This design comes from an exercise in tuning for small area on the open sky130 flow, not from production work.
In this exercise RTL edits were held to simulation tests only and were not proved equivalent to the original.
No activity file was given, so power comes from the tool's default toggle rates.

==> design/flow/design.v <==
module bisecur_codec (
    input  wire         clk,
    input  wire         rst,
    input  wire [31:0]  te_short,
    input  wire [31:0]  te_delta,
    input  wire         op_valid,
    input  wire [7:0]   op_code,
    input  wire         op_level,
    input  wire [31:0]  op_dur,
    input  wire         op_en,
    input  wire         op_src,
    input  wire         op_key_valid,
    input  wire         op_rep_valid,
    input  wire [15:0]  op_bit_count,
    input  wire [31:0]  op_repeat,
    input  wire [175:0] op_key,
    output reg          rsp_valid,
    output reg  [2:0]   rsp_status,
    output reg          rsp_sym_valid,
    output reg          rsp_sym_level,
    output reg  [31:0]  rsp_sym_dur,
    output reg          pkt_ready,
    output wire         rx_full,
    output wire [175:0] pkt_key,
    output wire [7:0]   pkt_calc,
    output wire         pkt_known,
    output wire         pkt_ok,
    output wire         pkt_valid
);
    localparam [2:0] S_RST  = 3'd0;
    localparam [2:0] S_PAS  = 3'd1;
    localparam [2:0] S_PHVL = 3'd2;
    localparam [2:0] S_PAL  = 3'd3;
    localparam [2:0] S_FD0  = 3'd4;    
    localparam [2:0] S_FD1  = 3'd5;    
    localparam [2:0] S_CPL  = 3'd6;
    function [32:0] add32;
        input [31:0] a, b;
        input        ci;
        integer k;
        reg c, c0, c1;
        reg [15:0] s0, s1;
        begin
            c = ci;
            for (k = 0; k < 16; k = k + 1) begin
                add32[k] = a[k] ^ b[k] ^ c;
                c = (a[k] & b[k]) | (a[k] & c) | (b[k] & c);
            end
            c0 = 1'b0;
            c1 = 1'b1;
            for (k = 16; k < 32; k = k + 1) begin
                s0[k-16] = a[k] ^ b[k] ^ c0;
                c0 = (a[k] & b[k]) | (a[k] & c0) | (b[k] & c0);
                s1[k-16] = a[k] ^ b[k] ^ c1;
                c1 = (a[k] & b[k]) | (a[k] & c1) | (b[k] & c1);
            end
            add32[31:16] = c ? s1 : s0;
            add32[32] = c ? c1 : c0;
        end
    endfunction
    function [31:0] add3;
        input [31:0] a, b, d;
        reg [31:0] ps, pc;
        reg [32:0] r;
        begin
            ps = a ^ b ^ d;
            pc = (a & b) | (a & d) | (b & d);
            r = add32(ps, {pc[30:0], 1'b0}, 1'b0);
            add3 = r[31:0];
        end
    endfunction
    function [31:0] dec32;
        input [31:0] a;
        integer k;
        reg b;
        begin
            b = 1'b1;
            for (k = 0; k < 32; k = k + 1) begin
                dec32[k] = a[k] ^ b;
                b = b & ~a[k];
            end
        end
    endfunction
    function lt32;
        input [31:0] a, b;
        integer k;
        reg c;
        begin
            c = 1'b0;
            for (k = 0; k < 32; k = k + 1)
                c = (~a[k] & b[k]) | ((~a[k] | b[k]) & c);
            lt32 = c;
        end
    endfunction
    reg [2:0]   dstate;
    reg [7:0]   dcnt;
    reg         md_lvl;
    reg         cb_en;
    reg [175:0] dbuf;
    reg [175:0] pbuf;
    reg         p_valid;
    reg [175:0] eb;         
    reg [31:0]  erep;
    reg         eactive;
    reg         e_hdr;
    reg [7:0]   e_cnt;
    reg         e_sub;
    reg         e_prev;
    wire op_dreset = (op_code == 8'h30);
    wire op_feed   = (op_code == 8'h31);
    wire op_setcb  = (op_code == 8'h32);
    wire op_parse  = (op_code == 8'h42);
    wire op_ser    = (op_code == 8'h43);
    wire op_load   = (op_code == 8'h50);
    wire op_yield  = (op_code == 8'h51);
    wire op_stop   = (op_code == 8'h52);
    wire op_legal  = op_dreset | op_feed | op_setcb | op_parse | op_ser |
                     op_load | op_yield | op_stop;
    wire [31:0] te_long = {te_short[30:0], 1'b0};
    wire [31:0] n_mark  = {te_short[28:0], 3'b000};
    reg s1, s2, s8, sf;      
    wire [31:0] x_base = ({32{s1}} & te_short) | ({32{s2}} & te_long) | ({32{s8}} & n_mark);
    wire [31:0] x_nom  = add3(x_base, {32{sf}} & te_short, {32{sf}} & {1'b0, te_short[31:1]});
    wire [32:0] d_hi = add32(op_dur, te_delta, 1'b0);      
    wire [32:0] d_lo = add32(op_dur, ~te_delta, 1'b1);     
    wire m_short = (d_hi[32] | lt32(te_short, d_hi[31:0])) & (~d_lo[32] | lt32(d_lo[31:0], te_short));
    wire m_long  = (d_hi[32] | lt32(te_long,  d_hi[31:0])) & (~d_lo[32] | lt32(d_lo[31:0], te_long));
    wire m_x     = (d_hi[32] | lt32(x_nom,    d_hi[31:0])) & (~d_lo[32] | lt32(d_lo[31:0], x_nom));
    wire cx160 = pbuf[108] ^ pbuf[92];
    wire cx161 = pbuf[118] ^ pbuf[113];
    wire cx162 = pbuf[107] ^ pbuf[91];
    wire cx163 = pbuf[109] ^ pbuf[106];
    wire cx164 = pbuf[116] ^ pbuf[110];
    wire cx165 = pbuf[115] ^ pbuf[105];
    wire cx166 = pbuf[119] ^ cx161;
    wire cx167 = pbuf[52] ^ cx163;
    wire cx168 = pbuf[112] ^ pbuf[99];
    wire cx169 = pbuf[95] ^ pbuf[71];
    wire cx170 = pbuf[36] ^ cx160;
    wire cx171 = pbuf[100] ^ pbuf[60];
    wire cx172 = pbuf[148] ^ pbuf[21];
    wire cx173 = pbuf[35] ^ cx162;
    wire cx174 = pbuf[147] ^ pbuf[64];
    wire cx175 = pbuf[163] ^ pbuf[51];
    wire cx176 = pbuf[63] ^ pbuf[59];
    wire cx177 = pbuf[114] ^ pbuf[88];
    wire cx178 = pbuf[56] ^ pbuf[25];
    wire cx179 = pbuf[164] ^ pbuf[66];
    wire cx180 = pbuf[90] ^ pbuf[79];
    wire cx181 = pbuf[94] ^ pbuf[16];
    wire cx182 = pbuf[159] ^ pbuf[30];
    wire cx183 = pbuf[93] ^ pbuf[61];
    wire cx184 = pbuf[149] ^ pbuf[20];
    wire cx185 = pbuf[102] ^ cx165;
    wire cx186 = pbuf[146] ^ pbuf[17];
    wire cx187 = pbuf[97] ^ cx164;
    wire cx188 = pbuf[117] ^ pbuf[23];
    wire cx189 = pbuf[150] ^ cx172;
    wire cx190 = pbuf[153] ^ pbuf[24];
    wire cx191 = pbuf[145] ^ pbuf[18];
    wire cx192 = pbuf[14] ^ cx175;
    wire cx193 = pbuf[89] ^ pbuf[9];
    wire cx194 = pbuf[151] ^ pbuf[22];
    wire cx195 = pbuf[158] ^ pbuf[29];
    wire cx196 = pbuf[144] ^ pbuf[31];
    wire cx197 = pbuf[26] ^ cx176;
    wire cx198 = pbuf[165] ^ pbuf[78];
    wire cx199 = pbuf[85] ^ cx174;
    wire cx200 = pbuf[67] ^ cx173;
    wire cx201 = pbuf[162] ^ pbuf[33];
    wire cx202 = pbuf[103] ^ pbuf[69];
    wire cx203 = pbuf[45] ^ cx168;
    wire cx204 = pbuf[141] ^ pbuf[37];
    wire cx205 = pbuf[124] ^ pbuf[40];
    wire cx206 = pbuf[152] ^ pbuf[54];
    wire cx207 = pbuf[122] ^ pbuf[34];
    wire cx208 = pbuf[98] ^ cx170;
    wire cx209 = pbuf[50] ^ cx185;
    wire cx210 = pbuf[57] ^ cx166;
    wire cx211 = pbuf[104] ^ pbuf[101];
    wire cx212 = pbuf[121] ^ pbuf[77];
    wire cx213 = pbuf[82] ^ cx169;
    wire cx214 = pbuf[125] ^ pbuf[73];
    wire cx215 = pbuf[53] ^ cx187;
    wire cx216 = pbuf[70] ^ cx191;
    wire cx217 = pbuf[126] ^ pbuf[38];
    wire cx218 = pbuf[65] ^ cx182;
    wire cx219 = pbuf[111] ^ pbuf[72];
    wire cx220 = pbuf[47] ^ pbuf[42];
    wire cx221 = pbuf[62] ^ pbuf[58];
    wire cx222 = pbuf[19] ^ cx186;
    wire cx223 = pbuf[156] ^ cx171;
    wire cx224 = pbuf[96] ^ cx167;
    wire cx225 = cx181 ^ cx216;
    wire cx226 = pbuf[138] ^ pbuf[48];
    wire cx227 = pbuf[68] ^ pbuf[8];
    wire cx228 = pbuf[74] ^ pbuf[13];
    wire cx229 = pbuf[10] ^ cx177;
    wire cx230 = cx184 ^ cx223;
    wire cx231 = cx188 ^ cx189;
    wire cx232 = pbuf[155] ^ cx197;
    wire cx233 = pbuf[49] ^ cx179;
    wire cx234 = pbuf[123] ^ cx180;
    wire cx235 = pbuf[157] ^ pbuf[28];
    wire cx236 = cx201 ^ cx205;
    wire cx237 = cx204 ^ cx214;
    wire cx238 = cx194 ^ cx196;
    wire cx239 = pbuf[143] ^ cx192;
    wire cx240 = pbuf[86] ^ cx218;
    wire cx241 = pbuf[39] ^ cx219;
    wire cx242 = pbuf[87] ^ pbuf[55];
    wire cx243 = pbuf[15] ^ cx210;
    wire cx244 = cx195 ^ cx199;
    wire cx245 = pbuf[154] ^ pbuf[27];
    wire cx246 = pbuf[136] ^ cx193;
    wire cx247 = pbuf[140] ^ cx183;
    wire cx248 = pbuf[120] ^ cx213;
    wire cx249 = cx178 ^ cx206;
    wire cx250 = pbuf[84] ^ cx232;
    wire cx251 = cx211 ^ cx234;
    wire cx252 = pbuf[46] ^ cx207;
    wire cx253 = pbuf[80] ^ cx203;
    wire cx254 = pbuf[166] ^ cx241;
    wire cx255 = pbuf[76] ^ pbuf[75];
    wire cx256 = pbuf[12] ^ cx209;
    wire cx257 = cx222 ^ cx236;
    wire cx258 = pbuf[83] ^ cx212;
    wire cx259 = pbuf[81] ^ cx200;
    wire cx260 = pbuf[11] ^ cx198;
    wire cx261 = cx190 ^ cx238;
    wire cx262 = cx221 ^ cx230;
    wire cx263 = pbuf[161] ^ cx260;
    wire cx264 = pbuf[44] ^ pbuf[32];
    wire cx265 = cx217 ^ cx220;
    wire cx266 = pbuf[160] ^ cx224;
    wire cx267 = pbuf[43] ^ cx263;
    wire cx268 = cx235 ^ cx250;
    wire cx269 = pbuf[167] ^ cx215;
    wire cx270 = pbuf[142] ^ cx243;
    wire cx271 = pbuf[137] ^ cx229;
    wire cx272 = cx226 ^ cx252;
    wire cx273 = cx231 ^ cx248;
    wire cx274 = cx244 ^ cx258;
    wire cx275 = cx225 ^ cx249;
    wire cx276 = pbuf[94] ^ cx237;
    wire cx277 = cx247 ^ cx256;
    wire cx278 = pbuf[135] ^ cx239;
    wire cx279 = pbuf[41] ^ cx228;
    wire cx280 = pbuf[139] ^ cx233;
    wire cx281 = cx208 ^ cx227;
    wire cx282 = pbuf[164] ^ cx268;
    wire cx283 = pbuf[68] ^ cx254;
    wire cx284 = pbuf[127] ^ cx255;
    wire cx285 = pbuf[93] ^ cx202;
    wire cx286 = cx276 ^ cx279;
    wire cx287 = pbuf[117] ^ cx253;
    wire cx288 = pbuf[49] ^ cx264;
    wire cx289 = pbuf[123] ^ cx265;
    wire cx290 = cx245 ^ cx262;
    wire cx291 = pbuf[89] ^ cx283;
    wire cx292 = pbuf[41] ^ cx240;
    wire cx293 = pbuf[128] ^ cx246;
    wire cx294 = pbuf[95] ^ pbuf[63];
    wire cx295 = pbuf[138] ^ cx245;
    wire cx296 = pbuf[163] ^ pbuf[54];
    wire cx297 = pbuf[152] ^ cx270;
    wire cx298 = pbuf[83] ^ cx208;
    wire cx299 = pbuf[109] ^ cx273;
    wire cx300 = pbuf[47] ^ cx259;
    wire cx301 = cx244 ^ cx269;
    wire cx302 = cx246 ^ cx266;
    wire cx303 = pbuf[33] ^ cx302;
    wire cx304 = cx170 ^ cx242;
    wire cx305 = pbuf[160] ^ cx277;
    wire cx306 = pbuf[119] ^ cx251;
    wire cx307 = cx171 ^ cx247;
    wire cx308 = pbuf[26] ^ cx190;
    wire cx309 = pbuf[99] ^ cx261;
    wire cx310 = pbuf[121] ^ pbuf[55];
    wire cx311 = cx271 ^ cx292;
    wire cx312 = cx217 ^ cx239;
    wire cx313 = pbuf[46] ^ pbuf[19];
    wire cx314 = pbuf[98] ^ cx188;
    wire cx315 = cx284 ^ cx290;
    wire cx316 = cx202 ^ cx293;
    wire cx317 = cx209 ^ cx278;
    wire cx318 = pbuf[53] ^ cx281;
    wire cx319 = pbuf[129] ^ pbuf[104];
    wire cx320 = pbuf[167] ^ pbuf[133];
    wire cx321 = cx242 ^ cx286;
    wire cx322 = pbuf[108] ^ pbuf[100];
    wire cx323 = pbuf[40] ^ cx167;
    wire cx324 = pbuf[37] ^ cx222;
    wire cx325 = pbuf[105] ^ cx282;
    wire cx326 = pbuf[92] ^ cx307;
    wire cx327 = pbuf[60] ^ cx224;
    wire cx328 = pbuf[56] ^ cx270;
    wire cx329 = cx160 ^ cx184;
    wire cx330 = pbuf[73] ^ pbuf[57];
    wire cx331 = pbuf[88] ^ cx325;
    wire cx332 = pbuf[148] ^ cx257;
    wire cx333 = cx215 ^ cx271;
    wire cx334 = cx275 ^ cx300;
    wire cx335 = pbuf[130] ^ cx272;
    wire cx336 = pbuf[81] ^ cx280;
    wire cx337 = cx164 ^ cx320;
    wire cx338 = cx294 ^ cx312;
    wire cx339 = cx285 ^ cx337;
    wire cx340 = pbuf[91] ^ pbuf[90];
    wire cx341 = pbuf[131] ^ cx306;
    wire cx342 = cx228 ^ cx269;
    wire cx343 = pbuf[165] ^ cx289;
    wire cx344 = cx203 ^ cx212;
    wire cx345 = cx324 ^ cx335;
    wire cx346 = pbuf[78] ^ cx266;
    wire cx347 = cx168 ^ cx326;
    wire cx348 = pbuf[110] ^ pbuf[43];
    wire cx349 = pbuf[59] ^ cx310;
    wire cx350 = pbuf[80] ^ pbuf[42];
    wire cx351 = pbuf[84] ^ cx174;
    wire cx352 = pbuf[67] ^ cx169;
    wire cx353 = cx274 ^ cx348;
    wire cx354 = cx311 ^ cx319;
    wire cx355 = cx267 ^ cx333;
    wire cx356 = pbuf[76] ^ cx220;
    wire cx357 = pbuf[65] ^ pbuf[44];
    wire cx358 = pbuf[107] ^ cx161;
    wire cx359 = pbuf[134] ^ cx313;
    wire cx360 = pbuf[71] ^ cx288;
    wire cx361 = cx316 ^ cx323;
    wire cx362 = cx173 ^ cx296;
    wire cx363 = cx295 ^ cx334;
    wire cx364 = pbuf[127] ^ cx231;
    wire cx365 = cx327 ^ cx351;
    wire cx366 = cx226 ^ cx342;
    wire cx367 = pbuf[96] ^ cx194;
    wire cx368 = cx180 ^ cx227;
    wire cx369 = cx297 ^ cx359;
    wire cx370 = pbuf[101] ^ cx353;
    wire cx371 = pbuf[132] ^ cx257;
    wire cx372 = pbuf[45] ^ cx233;
    wire cx373 = cx322 ^ cx350;
    wire cx374 = cx237 ^ cx240;
    wire cx375 = pbuf[34] ^ cx338;
    wire cx376 = cx177 ^ cx183;
    wire cx377 = pbuf[51] ^ cx352;
    wire cx378 = cx329 ^ cx365;
    wire cx379 = cx259 ^ cx369;
    wire cx380 = pbuf[137] ^ cx195;
    wire cx381 = pbuf[114] ^ cx347;
    wire cx382 = pbuf[126] ^ cx196;
    wire cx383 = pbuf[125] ^ cx193;
    wire cx384 = cx291 ^ cx371;
    wire cx385 = pbuf[52] ^ pbuf[50];
    wire cx386 = cx358 ^ cx368;
    wire cx387 = cx166 ^ cx287;
    wire cx388 = pbuf[32] ^ cx304;
    wire cx389 = pbuf[139] ^ pbuf[58];
    wire cx390 = pbuf[141] ^ pbuf[124];
    wire cx391 = cx340 ^ cx387;
    wire cx392 = cx192 ^ cx249;
    wire cx393 = cx179 ^ cx303;
    wire cx394 = pbuf[112] ^ cx181;
    wire cx395 = cx315 ^ cx318;
    wire cx396 = pbuf[111] ^ cx178;
    wire cx397 = pbuf[11] ^ cx362;
    wire cx398 = pbuf[142] ^ pbuf[62];
    wire cx399 = pbuf[38] ^ cx355;
    wire cx400 = pbuf[103] ^ pbuf[64];
    wire cx401 = pbuf[48] ^ cx390;
    wire cx402 = cx251 ^ cx382;
    wire cx403 = pbuf[74] ^ cx248;
    wire cx404 = cx162 ^ cx377;
    wire cx405 = cx221 ^ cx344;
    wire cx406 = cx165 ^ cx345;
    wire cx407 = cx207 ^ cx363;
    wire cx408 = cx163 ^ cx298;
    wire cx409 = cx330 ^ cx389;
    wire cx410 = pbuf[82] ^ cx301;
    wire cx411 = pbuf[31] ^ cx185;
    wire cx412 = cx411 ^ cx254;
    wire cx413 = cx412 ^ cx278;
    wire cx414 = cx413 ^ cx308;
    wire cx415 = cx414 ^ cx328;
    wire cx416 = cx415 ^ cx343;
    wire cx417 = cx416 ^ cx367;
    wire cx418 = cx417 ^ cx370;
    wire cx419 = cx418 ^ cx376;
    wire cx420 = cx419 ^ cx394;
    wire cx421 = cx420 ^ cx395;
    wire cx422 = cx421 ^ cx401;
    wire cx423 = cx422 ^ cx403;
    wire cx424 = pbuf[135] ^ pbuf[122];
    wire cx425 = cx424 ^ pbuf[118];
    wire cx426 = cx425 ^ pbuf[74];
    wire cx427 = cx426 ^ pbuf[23];
    wire cx428 = cx427 ^ pbuf[17];
    wire cx429 = cx428 ^ cx189;
    wire cx430 = cx429 ^ cx198;
    wire cx431 = cx430 ^ cx230;
    wire cx432 = cx431 ^ cx281;
    wire cx433 = cx432 ^ cx289;
    wire cx434 = cx433 ^ cx309;
    wire cx435 = cx434 ^ cx331;
    wire cx436 = cx435 ^ cx360;
    wire cx437 = cx436 ^ cx361;
    wire cx438 = cx437 ^ cx374;
    wire cx439 = cx438 ^ cx392;
    wire cx440 = cx439 ^ cx410;
    wire cx441 = pbuf[157] ^ pbuf[147];
    wire cx442 = cx441 ^ pbuf[69];
    wire cx443 = cx442 ^ pbuf[20];
    wire cx444 = cx443 ^ cx204;
    wire cx445 = cx444 ^ cx273;
    wire cx446 = cx445 ^ cx275;
    wire cx447 = cx446 ^ cx317;
    wire cx448 = cx447 ^ cx354;
    wire cx449 = cx448 ^ cx356;
    wire cx450 = cx449 ^ cx386;
    wire cx451 = cx450 ^ cx388;
    wire cx452 = cx451 ^ cx393;
    wire cx453 = cx452 ^ cx405;
    wire cx454 = pbuf[158] ^ pbuf[149];
    wire cx455 = cx454 ^ pbuf[90];
    wire cx456 = cx455 ^ pbuf[72];
    wire cx457 = cx456 ^ pbuf[70];
    wire cx458 = cx457 ^ cx172;
    wire cx459 = cx458 ^ cx197;
    wire cx460 = cx459 ^ cx242;
    wire cx461 = cx460 ^ cx258;
    wire cx462 = cx461 ^ cx261;
    wire cx463 = cx462 ^ cx285;
    wire cx464 = cx463 ^ cx328;
    wire cx465 = cx464 ^ cx373;
    wire cx466 = cx465 ^ cx393;
    wire cx467 = cx466 ^ cx399;
    wire cx468 = cx467 ^ cx404;
    wire cx469 = cx468 ^ cx406;
    wire cx470 = pbuf[162] ^ pbuf[159];
    wire cx471 = cx470 ^ pbuf[150];
    wire cx472 = cx471 ^ pbuf[143];
    wire cx473 = cx472 ^ pbuf[120];
    wire cx474 = cx473 ^ pbuf[115];
    wire cx475 = cx474 ^ pbuf[22];
    wire cx476 = cx475 ^ pbuf[12];
    wire cx477 = cx476 ^ cx291;
    wire cx478 = cx477 ^ cx314;
    wire cx479 = cx478 ^ cx341;
    wire cx480 = cx479 ^ cx360;
    wire cx481 = cx480 ^ cx378;
    wire cx482 = cx481 ^ cx399;
    wire cx483 = cx482 ^ cx407;
    wire cx484 = cx483 ^ cx409;
    wire cx485 = pbuf[155] ^ pbuf[151];
    wire cx486 = cx485 ^ pbuf[144];
    wire cx487 = cx486 ^ pbuf[118];
    wire cx488 = cx487 ^ pbuf[85];
    wire cx489 = cx488 ^ pbuf[69];
    wire cx490 = cx489 ^ pbuf[28];
    wire cx491 = cx490 ^ cx208;
    wire cx492 = cx491 ^ cx234;
    wire cx493 = cx492 ^ cx253;
    wire cx494 = cx493 ^ cx299;
    wire cx495 = cx494 ^ cx305;
    wire cx496 = cx495 ^ cx308;
    wire cx497 = cx496 ^ cx349;
    wire cx498 = cx497 ^ cx357;
    wire cx499 = cx498 ^ cx366;
    wire cx500 = cx499 ^ cx384;
    wire cx501 = cx500 ^ cx397;
    wire cx502 = cx501 ^ cx409;
    wire cx503 = pbuf[161] ^ pbuf[147];
    wire cx504 = cx503 ^ pbuf[140];
    wire cx505 = cx504 ^ pbuf[86];
    wire cx506 = cx505 ^ pbuf[75];
    wire cx507 = cx506 ^ pbuf[29];
    wire cx508 = cx507 ^ pbuf[24];
    wire cx509 = cx508 ^ pbuf[12];
    wire cx510 = cx509 ^ cx205;
    wire cx511 = cx510 ^ cx216;
    wire cx512 = cx511 ^ cx219;
    wire cx513 = cx512 ^ cx252;
    wire cx514 = cx513 ^ cx286;
    wire cx515 = cx514 ^ cx290;
    wire cx516 = cx515 ^ cx336;
    wire cx517 = cx516 ^ cx339;
    wire cx518 = cx517 ^ cx349;
    wire cx519 = cx518 ^ cx367;
    wire cx520 = cx519 ^ cx391;
    wire cx521 = cx520 ^ cx392;
    wire cx522 = cx521 ^ cx408;
    wire cx523 = pbuf[162] ^ pbuf[153];
    wire cx524 = cx523 ^ pbuf[146];
    wire cx525 = cx524 ^ pbuf[122];
    wire cx526 = cx525 ^ pbuf[110];
    wire cx527 = cx526 ^ pbuf[97];
    wire cx528 = cx527 ^ pbuf[70];
    wire cx529 = cx528 ^ pbuf[30];
    wire cx530 = cx529 ^ pbuf[14];
    wire cx531 = cx530 ^ cx211;
    wire cx532 = cx531 ^ cx255;
    wire cx533 = cx532 ^ cx282;
    wire cx534 = cx533 ^ cx299;
    wire cx535 = cx534 ^ cx321;
    wire cx536 = cx535 ^ cx343;
    wire cx537 = cx536 ^ cx379;
    wire cx538 = cx537 ^ cx381;
    wire cx539 = cx538 ^ cx385;
    wire cx540 = cx539 ^ cx396;
    wire cx541 = pbuf[139] ^ pbuf[106];
    wire cx542 = cx541 ^ pbuf[105];
    wire cx543 = cx542 ^ pbuf[102];
    wire cx544 = cx543 ^ pbuf[16];
    wire cx545 = cx544 ^ cx175;
    wire cx546 = cx545 ^ cx176;
    wire cx547 = cx546 ^ cx191;
    wire cx548 = cx547 ^ cx198;
    wire cx549 = cx548 ^ cx236;
    wire cx550 = cx549 ^ cx272;
    wire cx551 = cx550 ^ cx274;
    wire cx552 = cx551 ^ cx354;
    wire cx553 = cx552 ^ cx383;
    wire cx554 = cx553 ^ cx391;
    wire cx555 = cx554 ^ cx395;
    wire cx556 = cx555 ^ cx396;
    wire cx557 = pbuf[166] ^ pbuf[87];
    wire cx558 = cx557 ^ pbuf[77];
    wire cx559 = cx558 ^ pbuf[10];
    wire cx560 = cx559 ^ cx189;
    wire cx561 = cx560 ^ cx202;
    wire cx562 = cx561 ^ cx210;
    wire cx563 = cx562 ^ cx268;
    wire cx564 = cx563 ^ cx292;
    wire cx565 = cx564 ^ cx336;
    wire cx566 = cx565 ^ cx346;
    wire cx567 = cx566 ^ cx356;
    wire cx568 = cx567 ^ cx381;
    wire cx569 = cx568 ^ cx383;
    wire cx570 = cx569 ^ cx397;
    wire cx571 = cx570 ^ cx402;
    wire cx572 = cx571 ^ cx406;
    wire cx573 = pbuf[127] ^ pbuf[113];
    wire cx574 = cx573 ^ pbuf[106];
    wire cx575 = cx574 ^ pbuf[77];
    wire cx576 = cx575 ^ pbuf[72];
    wire cx577 = cx576 ^ pbuf[27];
    wire cx578 = cx577 ^ cx200;
    wire cx579 = cx578 ^ cx225;
    wire cx580 = cx579 ^ cx229;
    wire cx581 = cx580 ^ cx238;
    wire cx582 = cx581 ^ cx262;
    wire cx583 = cx582 ^ cx265;
    wire cx584 = cx583 ^ cx267;
    wire cx585 = cx584 ^ cx280;
    wire cx586 = cx585 ^ cx305;
    wire cx587 = cx586 ^ cx341;
    wire cx588 = cx587 ^ cx388;
    wire cx589 = cx588 ^ cx401;
    wire cx590 = cx589 ^ cx410;
    wire cx591 = pbuf[145] ^ pbuf[136];
    wire cx592 = cx591 ^ pbuf[116];
    wire cx593 = cx592 ^ pbuf[114];
    wire cx594 = cx593 ^ pbuf[79];
    wire cx595 = cx594 ^ pbuf[13];
    wire cx596 = cx595 ^ cx176;
    wire cx597 = cx596 ^ cx206;
    wire cx598 = cx597 ^ cx211;
    wire cx599 = cx598 ^ cx235;
    wire cx600 = cx599 ^ cx267;
    wire cx601 = cx600 ^ cx277;
    wire cx602 = cx601 ^ cx288;
    wire cx603 = cx602 ^ cx364;
    wire cx604 = cx603 ^ cx374;
    wire cx605 = cx604 ^ cx384;
    wire cx606 = cx605 ^ cx394;
    wire cx607 = cx606 ^ cx398;
    wire cx608 = cx607 ^ cx400;
    wire cx609 = cx608 ^ cx404;
    wire cx610 = cx609 ^ cx408;
    wire cx611 = pbuf[166] ^ pbuf[88];
    wire cx612 = cx611 ^ pbuf[66];
    wire cx613 = cx612 ^ pbuf[56];
    wire cx614 = cx613 ^ pbuf[48];
    wire cx615 = cx614 ^ pbuf[18];
    wire cx616 = cx615 ^ cx186;
    wire cx617 = cx616 ^ cx201;
    wire cx618 = cx617 ^ cx256;
    wire cx619 = cx618 ^ cx261;
    wire cx620 = cx619 ^ cx287;
    wire cx621 = cx620 ^ cx321;
    wire cx622 = cx621 ^ cx339;
    wire cx623 = cx622 ^ cx357;
    wire cx624 = cx623 ^ cx375;
    wire cx625 = cx624 ^ cx378;
    wire cx626 = cx625 ^ cx380;
    wire cx627 = cx626 ^ cx386;
    wire cx628 = cx627 ^ cx398;
    wire cx629 = pbuf[154] ^ pbuf[75];
    wire cx630 = cx629 ^ pbuf[25];
    wire cx631 = cx630 ^ cx199;
    wire cx632 = cx631 ^ cx218;
    wire cx633 = cx632 ^ cx225;
    wire cx634 = cx633 ^ cx241;
    wire cx635 = cx634 ^ cx361;
    wire cx636 = cx635 ^ cx364;
    wire cx637 = cx636 ^ cx366;
    wire cx638 = cx637 ^ cx372;
    wire cx639 = cx638 ^ cx373;
    wire cx640 = cx639 ^ cx375;
    wire cx641 = cx640 ^ cx376;
    wire cx642 = cx641 ^ cx379;
    wire cx643 = pbuf[128] ^ pbuf[113];
    wire cx644 = cx643 ^ pbuf[39];
    wire cx645 = cx644 ^ pbuf[15];
    wire cx646 = cx645 ^ pbuf[9];
    wire cx647 = cx646 ^ cx182;
    wire cx648 = cx647 ^ cx213;
    wire cx649 = cx648 ^ cx214;
    wire cx650 = cx649 ^ cx223;
    wire cx651 = cx650 ^ cx232;
    wire cx652 = cx651 ^ cx309;
    wire cx653 = cx652 ^ cx317;
    wire cx654 = cx653 ^ cx332;
    wire cx655 = cx654 ^ cx346;
    wire cx656 = cx655 ^ cx370;
    wire cx657 = cx656 ^ cx372;
    wire cx658 = cx657 ^ cx407;
    wire cx659 = pbuf[161] ^ pbuf[138];
    wire cx660 = cx659 ^ pbuf[85];
    wire cx661 = cx660 ^ pbuf[61];
    wire cx662 = cx661 ^ pbuf[55];
    wire cx663 = cx662 ^ pbuf[8];
    wire cx664 = cx663 ^ cx187;
    wire cx665 = cx664 ^ cx190;
    wire cx666 = cx665 ^ cx200;
    wire cx667 = cx666 ^ cx243;
    wire cx668 = cx667 ^ cx264;
    wire cx669 = cx668 ^ cx284;
    wire cx670 = cx669 ^ cx293;
    wire cx671 = cx670 ^ cx314;
    wire cx672 = cx671 ^ cx331;
    wire cx673 = cx672 ^ cx332;
    wire cx674 = cx673 ^ cx380;
    wire cx675 = cx674 ^ cx385;
    wire cx676 = cx675 ^ cx400;
    wire cx677 = cx676 ^ cx402;
    wire cx678 = cx677 ^ cx403;
    wire cx679 = cx678 ^ cx405;
    wire crc_a0 = cx423;
    wire crc_a1 = ~cx440;
    wire crc_a2 = cx453;
    wire crc_a3 = ~cx469;
    wire crc_a4 = cx484;
    wire crc_a5 = ~cx502;
    wire crc_a6 = cx522;
    wire crc_a7 = ~cx540;
    wire crc_b0 = ~cx556;
    wire crc_b1 = ~cx572;
    wire crc_b2 = cx590;
    wire crc_b3 = ~cx610;
    wire crc_b4 = cx628;
    wire crc_b5 = ~cx642;
    wire crc_b6 = ~cx658;
    wire crc_b7 = cx679;
    wire [7:0] crc_a = {crc_a7,crc_a6,crc_a5,crc_a4,crc_a3,crc_a2,crc_a1,crc_a0};
    wire [7:0] crc_b = {crc_b7,crc_b6,crc_b5,crc_b4,crc_b3,crc_b2,crc_b1,crc_b0};
    wire [7:0] p_type = pbuf[175:168];
    assign pkt_known = ({p_type[7:6], p_type[4:0]} == 7'b0110000);
    assign pkt_calc  = pkt_known ? (p_type[5] ? crc_b : crc_a) : 8'h00;
    assign pkt_ok    = pkt_known & (pkt_calc == pbuf[7:0]);
    assign pkt_key   = pbuf;
    assign pkt_valid = p_valid;
    assign rx_full   = (dstate == S_CPL);
    wire e_cur    = eb[e_cnt];
    wire e_h0     = (e_cnt[5:0] == 6'd0);
    wire e_h41    = e_cnt[5] & e_cnt[3] & ~e_cnt[2] & ~e_cnt[1] & e_cnt[0];
    wire e_hsync  = e_cnt[5] & e_cnt[3] & (e_cnt[2] | e_cnt[1]);
    wire e_h45    = e_cnt[5] & e_cnt[3] & e_cnt[2] & e_cnt[0];
    wire e_close  = e_cnt[7] & e_cnt[5] & e_cnt[4];
    wire e_same   = ~e_sub & (e_cur == e_prev);
    wire e_run    = eactive & (erep != 32'd0);
    wire e_level  = e_hdr ? e_cnt[0] : (e_sub ? e_cur : ~e_prev);
    always @* begin
        if (op_code[6]) begin
            if (e_hdr) begin
                s1 = ~e_h0 & ~e_h41 & ~e_hsync;
                s2 = e_hsync;
                s8 = e_h41;
                sf = e_h0;
            end else begin
                s1 = ~e_close & (e_sub | e_same);
                s2 = e_close | ~(e_sub | e_same);
                s8 = 1'b0;
                sf = e_close;
            end
        end else begin
            s1 = 1'b0;
            s2 = dstate[2];
            s8 = (dstate == S_PAS);
            sf = ~(dstate == S_PAS);
        end
    end
    wire d175     = dcnt[7] & dcnt[5] & dcnt[3] & dcnt[2] & dcnt[1] & dcnt[0];
    wire k_short  = m_short | (d175 & m_x);
    wire k_any    = k_short | m_long;
    reg [2:0] dnext;
    reg       d_app;
    always @* begin
        dnext = dstate;
        d_app = 1'b0;
        case (dstate)
        S_RST:  if (!op_level && m_x) dnext = S_PAS;
        S_PAS:  if (op_level && m_x) dnext = S_PHVL;
                else if (!m_short) dnext = S_RST;
        S_PHVL: dnext = (!op_level && m_long) ? S_PAL : S_RST;
        S_PAL:  if (!op_level && m_short) dnext = S_FD1;
                else if (!m_long) dnext = S_RST;
        S_FD0:  dnext = k_short ? S_FD1 : S_RST;
        S_FD1:  if (!k_any || op_level == md_lvl) dnext = S_RST;
                else begin
                    d_app = 1'b1;
                    if (d175) dnext = cb_en ? S_CPL : S_RST;
                    else dnext = k_short ? S_FD0 : S_FD1;
                end
        default: ;
        endcase
    end
    wire ld_ok   = (op_bit_count == 16'd176) & op_key_valid;
    wire d_shift = (dstate == S_FD1) & (op_level != md_lvl);
    wire parse_go = op_src | (dstate == S_CPL);
    wire p_ld   = ~rst & op_valid & op_parse & parse_go;
    wire p_ldk  = p_ld & op_src;
    wire p_ldd  = p_ld & ~op_src;
    wire p_hold = ~rst & ~p_ld;
    always @(posedge clk)
        pbuf <= ({176{p_ldk}} & op_key) | ({176{p_ldd}} & dbuf) | ({176{p_hold}} & pbuf);
    always @(posedge clk) begin
        rsp_sym_dur   <= x_nom;
        rsp_sym_level <= e_level;
        rsp_sym_valid <= e_run;
        rsp_status    <= !op_legal                      ? 3'd4 :
                         (op_parse & ~parse_go)         ? 3'd3 :
                         (op_ser & ~p_valid)            ? 3'd3 :
                         (op_load & (op_bit_count != 16'd176)) ? 3'd1 :
                         (op_load & ~op_key_valid)      ? 3'd2 : 3'd0;
        if (op_valid && op_feed) begin
            if (dstate == S_PAL) dcnt <= 8'd0;
            else if (d_shift) dcnt <= dcnt + 8'd1;
            md_lvl <= op_level;
            if (d_shift) dbuf <= {dbuf[174:0], md_lvl};
        end
        if (op_valid && op_load && ld_ok) begin
            eb   <= {op_key[0], op_key[1], op_key[2], op_key[3], op_key[4], op_key[5], op_key[6], op_key[7],
                     op_key[8], op_key[9], op_key[10], op_key[11], op_key[12], op_key[13], op_key[14], op_key[15],
                     op_key[16], op_key[17], op_key[18], op_key[19], op_key[20], op_key[21], op_key[22], op_key[23],
                     op_key[24], op_key[25], op_key[26], op_key[27], op_key[28], op_key[29], op_key[30], op_key[31],
                     op_key[32], op_key[33], op_key[34], op_key[35], op_key[36], op_key[37], op_key[38], op_key[39],
                     op_key[40], op_key[41], op_key[42], op_key[43], op_key[44], op_key[45], op_key[46], op_key[47],
                     op_key[48], op_key[49], op_key[50], op_key[51], op_key[52], op_key[53], op_key[54], op_key[55],
                     op_key[56], op_key[57], op_key[58], op_key[59], op_key[60], op_key[61], op_key[62], op_key[63],
                     op_key[64], op_key[65], op_key[66], op_key[67], op_key[68], op_key[69], op_key[70], op_key[71],
                     op_key[72], op_key[73], op_key[74], op_key[75], op_key[76], op_key[77], op_key[78], op_key[79],
                     op_key[80], op_key[81], op_key[82], op_key[83], op_key[84], op_key[85], op_key[86], op_key[87],
                     op_key[88], op_key[89], op_key[90], op_key[91], op_key[92], op_key[93], op_key[94], op_key[95],
                     op_key[96], op_key[97], op_key[98], op_key[99], op_key[100], op_key[101], op_key[102], op_key[103],
                     op_key[104], op_key[105], op_key[106], op_key[107], op_key[108], op_key[109], op_key[110], op_key[111],
                     op_key[112], op_key[113], op_key[114], op_key[115], op_key[116], op_key[117], op_key[118], op_key[119],
                     op_key[120], op_key[121], op_key[122], op_key[123], op_key[124], op_key[125], op_key[126], op_key[127],
                     op_key[128], op_key[129], op_key[130], op_key[131], op_key[132], op_key[133], op_key[134], op_key[135],
                     op_key[136], op_key[137], op_key[138], op_key[139], op_key[140], op_key[141], op_key[142], op_key[143],
                     op_key[144], op_key[145], op_key[146], op_key[147], op_key[148], op_key[149], op_key[150], op_key[151],
                     op_key[152], op_key[153], op_key[154], op_key[155], op_key[156], op_key[157], op_key[158], op_key[159],
                     op_key[160], op_key[161], op_key[162], op_key[163], op_key[164], op_key[165], op_key[166], op_key[167],
                     op_key[168], op_key[169], op_key[170], op_key[171], op_key[172], op_key[173], op_key[174], op_key[175]};
            erep <= op_rep_valid ? op_repeat : 32'd1;
        end else if (op_valid && op_yield && e_run && !e_hdr && e_close) begin
            erep <= erep - 32'd1;
        end
        if (op_valid && op_load && ld_ok) begin
            e_hdr <= 1'b1;
            e_cnt <= 8'd0;
        end else if (op_valid && op_yield && e_run) begin
            if (e_hdr) begin
                if (e_h45) begin
                    e_hdr <= 1'b0;
                    e_sub <= 1'b1;
                    e_cnt <= 8'd0;
                end else
                    e_cnt <= e_cnt + 8'd1;
            end else if (e_close) begin
                e_hdr <= 1'b1;
                e_cnt <= 8'd0;
            end else begin
                e_prev <= e_cur;
                e_sub  <= e_same;
                if (!e_same) e_cnt <= e_cnt + 8'd1;
            end
        end
        if (rst) begin
            dstate    <= S_RST;
            cb_en     <= 1'b0;
            p_valid   <= 1'b0;
            eactive   <= 1'b0;
            rsp_valid <= 1'b0;
            pkt_ready <= 1'b0;
        end else begin
            rsp_valid <= op_valid;
            pkt_ready <= op_valid & op_feed & d_app & d175 & cb_en;
            if (op_valid) begin
                if (op_dreset) dstate <= S_RST;
                if (op_feed) dstate <= dnext;
                if (op_setcb) cb_en <= op_en;
                if (op_parse && parse_go) p_valid <= 1'b1;
                if (op_load) eactive <= ld_ok;
                if (op_yield && !e_run) eactive <= 1'b0;
                if (op_stop) eactive <= 1'b0;
            end
        end
    end
endmodule
==> design/flow/flow/run.sh <==
#!/bin/bash
# Layout flow: the standard synthesis (standard.sh synth, unchanged), then
# the combinational logic of its netlist re-mapped for area by ABC (registers
# and adder cells kept as they are, same names and cell types), then the
# standard ORFS layout (standard.sh finish) on that netlist, with:
#  - every input and output port buffered with buf_1;
#  - clock tree synthesis without dummy loads, built from clkbuf_4 with
#    sink clusters of up to 10 flip-flops.
# Logs in this folder: flow_synth.log (standard synthesis), flow_resyn.log
# (the re-mapping, Yosys and ABC), flow_make.log (the rest of the layout);
# each ORFS step also keeps its own log under orfs/logs/.
set -euo pipefail
HERE=$PWD
F=$HERE/flow
R=$HERE/orfs/results/$FLOW_PLATFORM/bisecur_codec/base
LIB=$FLOW_HOME/platforms/$FLOW_PLATFORM/lib/sky130_fd_sc_hd__tt_025C_1v80.lib
YOSYS=$FLOW_HOME/../tools/install/yosys/bin/yosys
export BUFFER_PORTS_ARGS="-buffer_cell sky130_fd_sc_hd__buf_1"
export CTS_ARGS="-sink_clustering_enable -repair_clock_nets -sink_clustering_size 10 -sink_clustering_max_diameter 50 -dont_use_dummy_load -buf_list sky130_fd_sc_hd__clkbuf_4"

bash standard.sh synth > flow_synth.log 2>&1
cp $R/1_2_yosys.v $HERE/std_synth.v
sed -e "s#@LIB@#$LIB#g" -e "s#@IN@#$HERE/std_synth.v#" -e "s#@TOP@#$FLOW_TOP#" \
    -e "s#@DONTUSE@#$(cat $F/dont_use.txt)#" -e "s#@ABC@#$F/abc.script#" \
    -e "s#@STAT@#$HERE/resyn_stat.txt#" -e "s#@OUT@#$HERE/resyn.v#" $F/resyn.ys.in > $HERE/resyn.ys
$YOSYS -s $HERE/resyn.ys > flow_resyn.log 2>&1
cp $HERE/resyn.v $R/1_2_yosys.v
rm -f $R/1_synth.odb $R/1_synth.sdc
bash standard.sh finish > flow_make.log 2>&1
==> design/flow/flow/abc.script <==
&get -n
&st
&deepsyn -T 60
&nf -R 1000
&put
==> design/flow/flow/dont_use.txt <==
-dont_use sky130_fd_sc_hd__lpflow_bleeder_1 -dont_use sky130_fd_sc_hd__lpflow_clkbufkapwr_1 -dont_use sky130_fd_sc_hd__lpflow_clkbufkapwr_16 -dont_use sky130_fd_sc_hd__lpflow_clkbufkapwr_2 -dont_use sky130_fd_sc_hd__lpflow_clkbufkapwr_4 -dont_use sky130_fd_sc_hd__lpflow_clkbufkapwr_8 -dont_use sky130_fd_sc_hd__lpflow_clkinvkapwr_1 -dont_use sky130_fd_sc_hd__lpflow_clkinvkapwr_16 -dont_use sky130_fd_sc_hd__lpflow_clkinvkapwr_2 -dont_use sky130_fd_sc_hd__lpflow_clkinvkapwr_4 -dont_use sky130_fd_sc_hd__lpflow_clkinvkapwr_8 -dont_use sky130_fd_sc_hd__lpflow_decapkapwr_12 -dont_use sky130_fd_sc_hd__lpflow_decapkapwr_3 -dont_use sky130_fd_sc_hd__lpflow_decapkapwr_4 -dont_use sky130_fd_sc_hd__lpflow_decapkapwr_6 -dont_use sky130_fd_sc_hd__lpflow_decapkapwr_8 -dont_use sky130_fd_sc_hd__lpflow_inputiso0n_1 -dont_use sky130_fd_sc_hd__lpflow_inputiso0p_1 -dont_use sky130_fd_sc_hd__lpflow_inputiso1n_1 -dont_use sky130_fd_sc_hd__lpflow_inputiso1p_1 -dont_use sky130_fd_sc_hd__lpflow_inputisolatch_1 -dont_use sky130_fd_sc_hd__lpflow_isobufsrc_1 -dont_use sky130_fd_sc_hd__lpflow_isobufsrc_16 -dont_use sky130_fd_sc_hd__lpflow_isobufsrc_2 -dont_use sky130_fd_sc_hd__lpflow_isobufsrc_4 -dont_use sky130_fd_sc_hd__lpflow_isobufsrc_8 -dont_use sky130_fd_sc_hd__lpflow_isobufsrckapwr_16 -dont_use sky130_fd_sc_hd__lpflow_lsbuf_lh_hl_isowell_tap_1 -dont_use sky130_fd_sc_hd__lpflow_lsbuf_lh_hl_isowell_tap_2 -dont_use sky130_fd_sc_hd__lpflow_lsbuf_lh_hl_isowell_tap_4 -dont_use sky130_fd_sc_hd__lpflow_lsbuf_lh_isowell_4 -dont_use sky130_fd_sc_hd__lpflow_lsbuf_lh_isowell_tap_1 -dont_use sky130_fd_sc_hd__lpflow_lsbuf_lh_isowell_tap_2 -dont_use sky130_fd_sc_hd__lpflow_lsbuf_lh_isowell_tap_4 -dont_use sky130_fd_sc_hd__probe_p_8 -dont_use sky130_fd_sc_hd__probec_p_8 
==> design/flow/flow/resyn.ys.in <==
# Re-map the combinational logic of the standard synthesis netlist for area.
# Registers (and the adder cells) stay as the instances standard synthesis
# made, with their names and cell types.
read_liberty -ignore_miss_func @LIB@
read_verilog @IN@
hierarchy -top @TOP@
setattr -mod -set keep_hierarchy 1 sky130_fd_sc_hd__df* sky130_fd_sc_hd__edf* sky130_fd_sc_hd__fa* sky130_fd_sc_hd__ha*
flatten
opt_clean -purge
abc -liberty @LIB@ @DONTUSE@ -script @ABC@ @TOP@
opt_clean -purge
hilomap -singleton -hicell sky130_fd_sc_hd__conb_1 HI -locell sky130_fd_sc_hd__conb_1 LO
splitnets
opt_clean -purge
blackbox sky130_fd_sc_hd__df* sky130_fd_sc_hd__edf* sky130_fd_sc_hd__fa* sky130_fd_sc_hd__ha*
tee -o @STAT@ stat -liberty @LIB@
write_verilog -noattr -nohex -nodec @OUT@
==> design/flow/standard.sh <==
#!/bin/bash
# synth_recipe.tcl (not shown) runs the flow's synth.tcl, then flattens the netlist and writes it again
# the make line also repeats each setting of config.mk as NAME=value (left out here)
make -C /OpenROAD-flow-scripts/flow DESIGN_CONFIG=/design/flow/config.mk WORK_HOME=/design/flow/orfs CLKGATE_MAP_FILE= SYNTH_SCRIPT=/design/flow/synth_recipe.tcl "${@:-finish}"
==> design/flow/config.mk <==
export PLATFORM = sky130hd
export DESIGN_NAME = bisecur_codec
export DESIGN_NICKNAME = bisecur_codec
export VERILOG_FILES = /design/flow/design.v
export SDC_FILE = /design/flow/constraint.sdc
export NUM_CORES = 4
export LEC_CHECK = 0
export CAP_MARGIN = 5
export CORE_MARGIN = 2
export CORE_UTILIZATION = 40
export SLEW_MARGIN = 5
==> design/flow/constraint.sdc <==
create_clock -name core_clock -period 14.0 [get_ports {clk}]
set_input_delay 2.8000 -clock core_clock [delete_from_list [all_inputs] [get_ports {clk}]]
set_output_delay 2.8000 -clock core_clock [all_outputs]
set_load 0.01 [all_outputs]
==> results.toml, run 1 <==
[status]
status = "complete, no violations"

[global_route]
grt_pass1_wl_mm = 180
grt_max_degree = 177
antenna_found_initial = 14
grt_pass1_vias = 26200
grt-ovfl-total = 0
grt.total_usage_pct = 29.2

[sta]
clock_skew_ns = 0.134
tightest_slew_ns = 1.19
final.setup.tns_ns = 0
finalHoldViolCount = 0
finalSetupViolCount = 0
period_share_pct = 94.9
min_period_ns = 13.29
report.final.slew_viol_count = 0
slew_headroom_pct = 20.7
max_freq_mhz = 75.3

[logic_synthesis]
yosys_warnings = 1
syn_nets = 3351
synth_area_um2 = 32700
synthCells = 2883
postSynthAreaPerCell_um2 = 11.3

[clocking]
cts.root.buffer_cell = "clkbuf_4"
holdBufCountCts = 0
cts_buffer_depth = 3
insertion_delay_ns = 0.95
cts_made_buffers = 87
cts.htree.levels = 3
cts_sinks = 625
cts_tree = "yes"
clkSlewWorstSetupHoldPaths_ns = 0.10

[placed_design]
portBuffers = 562
place_hpwl_mm = 99.2
gp_congestion = 0.994

[worst_setup_path]
end_kind = "register"
worst_path_most_repeated_cell = "fa_2"
critPathArrivalTime_ns = 14.04
path_class = "register to register"
critPathRequiredTime_ns = 14.75
path_max_fanout = 6
cpPeakStageDelay_ns = 0.57
crit_slowest_cell = "fa_1"
startpoint_type = "register"

[layout]
post-route-util_pct = 47.8
final_nets = 4178
drive_above_1_share_pct = 8.87
syn2layout_area_growth_pct = 18.1
fillers = 7618

[detailed_routing]
wire_per_inst_um = 26.7
ant_nets = 0
viasPerCell = 5.72
remaining_drc_errors = 0
num_vias = 27300
first_pass_iters = 13
drt_wl_total_mm = 128
drt_iter0_markers = 3382

[hold_path]
hp-class = "register to register"

[floorplanning]
start_util_pct = 40.5
std_cell_rows = 104
core_um2 = 80800
ios = 563
die_x_um = 290
die_area_um2 = 84100
dieHeight_um = 290

[pwr]
p_leak_uw = 0.0129
power_density_nw_per_um2 = 93.9
vdd_drop_max_uv = 67.1

[flow_run]
maxCapViolCount = 0
routing by layer:
metal	global-route usage (%)	wire length (um)	vias up
li1	-	-	12400
met3	5.77	11700	236
met5	0	23	-
met2	48.0	60100	1467
met1	37.8	50400	13200
met4	12.2	5350	4
final cells by class:
class / count / area, um^2 / share of cell area, %
diodes: 10 / 25.0 / 0.0648
multi-input cells: 1891 / 15200 / 39.3
well taps: 1060 / 1330 / 3.43
inverters: 369 / 1390 / 3.59
repair buffers: 736 / 3570 / 9.25
clock buffers: 87 / 653 / 1.69
flip-flops and latches: 625 / 16500 / 42.6
state kept, by name (all words and copies together) (netlist names), 3 cells and up:
signal       flops
pbuf           176
eb             176
dcnt             8
rsp_status       3
dstate           3
e_cnt            8
dbuf           176
erep            32
rsp_sym_dur     32
critical path: cells and delay by family, from the launching register on:
family | cells | cell delay (ns)
multiplexers | 1 | 0.18
AO/OA/AOI/OAI | 28 | 4.07
buffers and inverters | 7 | 1.00
XOR/XNOR | 2 | 0.19
flip-flops | 1 | 0.39
AND/OR/NAND/NOR | 17 | 2.31
adder cells (fa/ha/maj) | 15 | 5.03
path summary, 6_finish.rpt:
path | from | to | slack (ns) | cells after the start
setup reg to reg | e_cnt[1] | dstate[0] | 0.71 | 70
setup / recovery | e_cnt[1] | dstate[0] | 0.71 | 70
hold reg to reg | dbuf[30] | dbuf[31] | 0.36 | 0
hold / removal | dbuf[30] | dbuf[31] | 0.36 | 0
cells in the final DEF, fill, tap and decap left out, drive strengths merged, types with 85 or more instances in the layout:
cell type	count
a222oi	224
o21ai	118
xor2	162
nor2	159
edfxtp	395
nand2	119
clkbuf	88
buf	735
clkinv	369
xnor2	425
dfxtp	230
a21oi	135
o22ai	85
where the power goes:
part	total (uW)	internal (uW)	switching (uW)
logic	728	308	420
clock network	901	284	617
registers	2000	1980	17.9
per-stage QoR:
step	instance area, um^2	instances	worst slack, ns	hold WS [ns]	total power, uW
3_3_place_gp	37600	4670	-0.542	0.429	2740
5_1_grt	38600	4772	-0.0705	0.353	3800
3_5_place_dp	37600	4670	-0.683	0.433	2750
4_1_cts	38300	4757	0.0778	0.342	3640
2_1_floorplan	32800	2883	0.0234	0.424	2460
6_report	38600	4778	0.711	0.359	3630
timing repair:
action | in CTS | in global routing
gates cloned | 0 | 2
pin swaps | 1 | 41
setup endpoints to repair | 4 | 4
resized for setup | 11 | 44
setup buffers | 0 | 10
hold endpoints to repair | 0 | 0
==> inputs of run 2 (changes only) <==
--- a/design/flow/flow/run.sh
+++ b/design/flow/flow/run.sh
@@ -1,7 +1,7 @@
 #!/bin/bash
 # Layout flow: the standard synthesis (standard.sh synth, unchanged), then
 # the combinational logic of its netlist re-mapped for area by ABC (registers
-# and adder cells kept as they are, same names and cell types), then the
+# and full-adder cells kept as they are, same names and cell types), then the
 # standard ORFS layout (standard.sh finish) on that netlist, with:
 #  - every input and output port buffered with buf_1;
 #  - clock tree synthesis without dummy loads, built from clkbuf_4 with
==> design/flow/flow/resyn.ys.in (replaced) <==
# Re-map the combinational logic of the standard synthesis netlist for area.
# Registers (and the full-adder cells) stay as the instances standard synthesis
# made, with their names and cell types.
read_liberty -ignore_miss_func @LIB@
read_verilog @IN@
hierarchy -top @TOP@
setattr -mod -set keep_hierarchy 1 sky130_fd_sc_hd__df* sky130_fd_sc_hd__edf* sky130_fd_sc_hd__fa*
flatten
opt_clean -purge
abc -liberty @LIB@ @DONTUSE@ -script @ABC@ @TOP@
opt_clean -purge
hilomap -singleton -hicell sky130_fd_sc_hd__conb_1 HI -locell sky130_fd_sc_hd__conb_1 LO
splitnets
opt_clean -purge
blackbox sky130_fd_sc_hd__df* sky130_fd_sc_hd__edf* sky130_fd_sc_hd__fa*
tee -o @STAT@ stat -liberty @LIB@
write_verilog -noattr -nohex -nodec @OUT@
--- a/design/flow/config.mk
+++ b/design/flow/config.mk
@@ -5,7 +5,7 @@
 export SDC_FILE = /design/flow/constraint.sdc
 export NUM_CORES = 4
 export LEC_CHECK = 0
-export CAP_MARGIN = 5
+export CAP_MARGIN = 20
 export CORE_MARGIN = 2
 export CORE_UTILIZATION = 40
-export SLEW_MARGIN = 5
+export SLEW_MARGIN = 20
==> run 2 against run 1 <==
Routed wire length decreased by 1.4%. Critical path depth decreased by 25. Utilization increased by 0.14 points. Sequential power about the same. Register-to-register slack got worse by 0.11 ns. Largest cell class unchanged. Combinational power increased by 2%. Maximum frequency decreased by 2.5%. Power about the same.
==> results.toml, run 2 <==
[floorplanning]
std_cell_rows = 103
dieHeight_um = 287
core_um2 = 79000
die_x_um = 287
ios = 563
start_util_pct = 40.4
die_area_um2 = 82100

[worst_setup_path]
path_max_fanout = 5
r2r_cells = 58
cpPeakStageDelay_ns = 0.41
crit_slowest_cell = "fa_2"
timing.critical_path.buf_inv = 3
critical_path_depth = 45
worst_path_most_repeated_cell = "fa_2"
startpoint_type = "input port"
end_kind = "register"
critPathRequiredTime_ns = 14.74
critPathArrivalTime_ns = 14.37
cp_top_family = "adder cells"
path_class = "input port to register"

[clocking]
cts.root.buffer_cell = "clkbuf_4"
cts_tree = "yes"
holdBufCountCts = 0
cts.htree.levels = 3
cts_sinks = 625
cts_made_buffers = 86
clkSlewWorstSetupHoldPaths_ns = 0.11
insertion_delay_ns = 0.88
cts_buffer_depth = 3

[sta]
slew_headroom_pct = 21.8
setup_slack_ns = 0.377
final.setup.tns_ns = 0
max_freq_mhz = 73.4
clock_skew_ns = 0.104
finalSetupViolCount = 0
period_share_pct = 97.3
min_period_ns = 13.62
tightest_slew_ns = 1.17
finalHoldViolCount = 0
report.final.slew_viol_count = 0

[layout]
layout_commonest_cell = "buf_1"
reg_top3 = "dbuf (176), eb (176), pbuf (176)"
finalNonFillerCells = 4608
drive_above_1_share_pct = 10.2
syn2layout_area_growth_pct = 18.6
fillers = 7501
final_cell_mix = "buf_1, xnor2_1, edfxtp_1"
final_nets = 3962

[status]
status = "complete, no violations"

[logic_synthesis]
synthCells = 2735
postSynthAreaPerCell_um2 = 11.7
yosys_warnings = 1
syn_nets = 3146
synth_area_um2 = 31900

[hold_path]
whs_path_depth = 0
hp-class = "register to register"

[global_route]
grt-ovfl-total = 0
grt_pass1_wl_mm = 176
antenna_found_initial = 12
grt_pass1_vias = 25000
grt_max_degree = 176
grt.total_usage_pct = 29.5

[detailed_routing]
wire_per_inst_um = 27.3
drt_iter0_markers = 3528
first_pass_iters = 10
num_vias = 26600
drt_wl_total_mm = 126
remaining_drc_errors = 0
ant_nets = 0
viasPerCell = 5.77

[placed_design]
portBuffers = 562
pre_cts_ws_ns = -0.752
place_inst = 4505
gp_congestion = 0.998
place_hpwl_mm = 96.8

[pwr]
finalPower_uw = 3630
power_density_nw_per_um2 = 95.7
p_leak_uw = 0.0124
vdd_drop_max_uv = 57.0

[flow_run]
maxCapViolCount = 0
==> run 2: changes by cell type in the layout (fill, tap and decap cells not counted), sizes merged, moves of 14 or more <==
cell,previous run,this run
a21oi,135,103
maj3,4,52
o22ai,85,68
xor2,162,179
clkinv,369,311
nor4,22,8
nor2,159,121
ha,57,0
and2,31,11
==> run 2: worst paths after layout <==
kind	startpoint	endpoint	slack (ns)
worst max-delay path	te_delta[1]	dstate[0]	0.38
worst max register to register	e_cnt[3]	dstate[0]	0.60
worst min register to register	dbuf[126]	dbuf[127]	0.40
worst min-delay path	dbuf[126]	dbuf[127]	0.40
==> run 2: where the power goes <==
part	switching, uW	internal, uW	total (uW)
clock	614	281	895
combinational	415	325	741
sequential	13.1	1980	1990
total	1040	2580	3630
==> run 2: layout make-up <==
class                           instances  area (um^2)  share of cell area, %
Sequential cell                       625        16500                   43.5
Multi-Input combinational cell       1795        14700                   38.9
Timing Repair Buffer                  728         3490                   9.21
Tap cell                             1050         1310                   3.47
Inverter                              315         1200                   3.16
Clock buffer                           86          646                   1.70
Antenna cell                            9         22.5                 0.0595
==> run 2: worst register-to-register path, delay by kind of cell, from the launching register on <==
family / cells / cell delay, ns
fa+ha+maj: 22 / 7.20
compound gates: 23 / 3.43
simple gates: 7 / 1.27
buf+inv: 4 / 0.61
flops: 1 / 0.41
xor+xnor: 2 / 0.34
==> run 2: layer usage <==
metal | wire length (um) | GRT usage [%] | part of all wire [%] | up-vias
met1 | 50400 | 39.5 | 40 | 13000
met2 | 58000 | 47.0 | 46 | 1476
met3 | 12100 | 6.13 | 9.6 | 225
met5 | 44 | 0 | 0.035 | -
met4 | 5180 | 11.4 | 4.1 | 8
li1 | - | - | - | 11900
==> run 2: stage by stage <==
step | hold slack [ns] | instance area (um^2) | util (%)
global placement | 0.430 | 36900 | 46.7
finish | 0.399 | 37900 | 48.0
global route | 0.412 | 37900 | 47.9
CTS | 0.389 | 37600 | 47.6
floorplan | 0.420 | 32200 | -
detailed placement | 0.435 | 36900 | 46.7
==> run 2: timing repair <==
action / CTS / global route
setup endpoints to repair: 1 / 4
setup buffers: 0 / 6
cloned: 0 / 2
gates resized for setup: 2 / 54
endpoints found under the hold margin: 0 / 0
pin swaps: 0 / 23
==> inputs of run 3 (changes only) <==
--- a/design/flow/config.mk
+++ b/design/flow/config.mk
@@ -8,4 +8,5 @@
 export CAP_MARGIN = 20
 export CORE_MARGIN = 2
 export CORE_UTILIZATION = 40
+export GPL_TIMING_DRIVEN = 0
 export SLEW_MARGIN = 20
==> run 3 against run 2 <==
Flip-flop and latch count stayed put. Clock skew is 0.0047 ns higher. Maximum frequency decreased by 1.1%. Combinational power down 6.2%. Largest power group unchanged. Highest routed layer unchanged.
==> results.toml, run 3 <==
[logic_synthesis]
yosys_warnings = 1
synthCells = 2735
syn_nets = 3146
postSynthAreaPerCell_um2 = 11.7
synth_area_um2 = 31900

[sta]
min_period_ns = 13.77
clock_skew_ns = 0.109
slew_headroom_pct = 25.4
final.setup.tns_ns = 0
rsz0062_at_grt = "true"
tightest_slew_ns = 1.11
setup_slack_ns = 0.226
report.final.slew_viol_count = 0
finalHoldViolCount = 0
finalSetupViolCount = 0
timing.hold.ws_ns = 0.389
max_freq_mhz = 72.6
period_share_pct = 98.4

[global_route]
grt_pass1_vias = 25000
grt_max_degree = 60
grt-ovfl-total = 0
antenna_found_initial = 15
grt.total_usage_pct = 29.6
grt_pass1_wl_mm = 176

[worst_setup_path]
crit-reg2reg-launch = "e_cnt[1]"
crit_slowest_cell = "fa_1"
r2r_cells = 58
timing.critical_path.buf_inv = 2
reg2reg_slack_ns = 0.25
startpoint_type = "input port"
critPathRequiredTime_ns = 14.75
critPathArrivalTime_ns = 14.53
worst_path_most_repeated_cell = "fa_2"
path_class = "input port to register"
reg2reg_to = "dstate[0]"
cpPeakStageDelay_ns = 0.45
path_max_fanout = 6
end_kind = "register"
cp_top_family = "adder cells"

[layout]
seq_area_um2 = 16500
multi_input_area_um2 = 14900
drive_above_1_share_pct = 9.63
syn2layout_area_growth_pct = 20.0
final_nets = 3922
fillers = 7467
layout_commonest_cell = "buf_1"
reg_top3 = "dbuf (176), eb (176), pbuf (176)"
final_cell_mix = "buf_1, xnor2_1, edfxtp_1"

[placed_design]
pre_cts_ws_ns = -2.07
gp_congestion = 0.985
portBuffers = 562
place_hpwl_mm = 96.3

[detailed_routing]
drt_iter0_markers = 3618
ant_nets = 0
wire_per_inst_um = 27.5
num_vias = 26200
first_pass_iters = 11
remaining_drc_errors = 0
viasPerCell = 5.74
drt_wl_total_mm = 126

[floorplanning]
std_cell_rows = 103
core_um2 = 79000
dieHeight_um = 287
die_x_um = 287
ios = 563
die_area_um2 = 82100
start_util_pct = 40.4

[status]
status = "complete, no violations"

[clocking]
cts_tree = "yes"
cts.htree.levels = 3
insertion_delay_ns = 0.92
cts.root.buffer_cell = "clkbuf_4"
cts_sinks = 625
cts_made_buffers = 87
clkSlewWorstSetupHoldPaths_ns = 0.11
cts_buffer_depth = 3

[flow_run]
maxCapViolCount = 0

[hold_path]
min-delay-start = "dbuf[126]"
min_to = "dbuf[127]"
hp-class = "register to register"
whs_path_depth = 0

[pwr]
power_density_nw_per_um2 = 93.6
finalPower_uw = 3590
vdd_drop_max_uv = 65.4
p_leak_uw = 0.0125
==> run 3: stage by stage <==
| stage | utilization, % | instance area (um^2) | cells |
|---|---|---|---|
| after CTS | 47.9 | 37900 | 4528 |
| after global routing | 48.5 | 38300 | 4566 |
| final | 48.5 | 38300 | 4574 |
| after detailed placement | 46.3 | 36600 | 4396 |
| after global placement | 45.1 | 35600 | 4347 |
| after floorplan | - | 32200 | 2735 |
==> run 3: layout make-up <==
| type | count | share of cell area, % |
|---|---|---|
| multi-input cells | 1797 | 38.8 |
| inverters | 315 | 3.16 |
| well taps | 1050 | 3.43 |
| diodes | 15 | 0.0979 |
| flip-flops and latches | 625 | 43.0 |
| repair buffers | 685 | 9.79 |
| clock buffers | 87 | 1.70 |
==> run 3: where the power goes <==
part           leakage, uW  internal (uW)  total, uW  switching [uW]
combinational      0.00702            290        695             405
sequential         0.00507           1980       1990            12.3
clock             0.000400            284        901             617
==> run 3: how the worst max path moves through the flow <==
stage	startpoint	to	slack [ns]	depth (start not counted)
6_report	te_delta[1]	dstate[0]	0.23	45
5_1_grt	e_cnt[1]	dstate[0]	-0.22	60
4_1_cts	e_cnt[1]	dstate[0]	0.004	61
3_5_place_dp	e_cnt[3]	dstate[0]	-2.07	57
3_3_place_gp	op_code[6]	e_cnt[5]	-4.87	9
2_1_floorplan	op_dur[0]	dstate[0]	0.01	46
==> run 3: layer usage <==
metal  global-route usage, %  wire (um)
met5                       0         20
met4                    10.8       5070
met3                    6.75      12100
met1                    38.7      49600
met2                    48.1      58800
==> run 3: repair_timing <==
item | in CTS | in global routing
cloned | 3 | 3
endpoints found under the setup margin | 7 | 4
buffers inserted | 42 | 28
pin swaps | 47 | 52
gates resized for setup | 51 | 33
hold buffers | 0 | 0

re-timing with driven ports:
The results above use ideal ports. As a check the final layouts listed here were re-extracted and re-timed, cells and wires unchanged.
Step 1 assumes that a clkbuf_16 drives the clock port and a buf_2 every other input.
Step 2 moves the port delays by t, midway between the first and last clock arrival at a register: inputs arrive t later, outputs are due t later. That takes back most of the time a late clock gives input paths.
Three values: ideal ports, drivers, drivers and shift; two values: the first two.
| run | t (ns) | setup WS [ns] | hold WS [ns] | worst data-port slew with drivers (ns) |
|---|---|---|---|---|
| run 1 | 0.937 | 0.711 / 0.711 / -0.128 | 0.359 / 0.359 / 0.359 | 0.16 |
| run 2 | 0.903 | 0.377 / 0.415 / -0.488 | 0.399 / 0.399 / 0.399 | 0.16 |
| run 3 | 0.926 | 0.226 / 0.250 / -0.659 | 0.389 / 0.389 / 0.389 | 0.14 |
Met with ideal ports but missed after step 2: setup timing in every run listed. For run 3, which loses most, drivers alone change the setup slack by +0.024 ns; drivers and shift together by -0.885 ns.
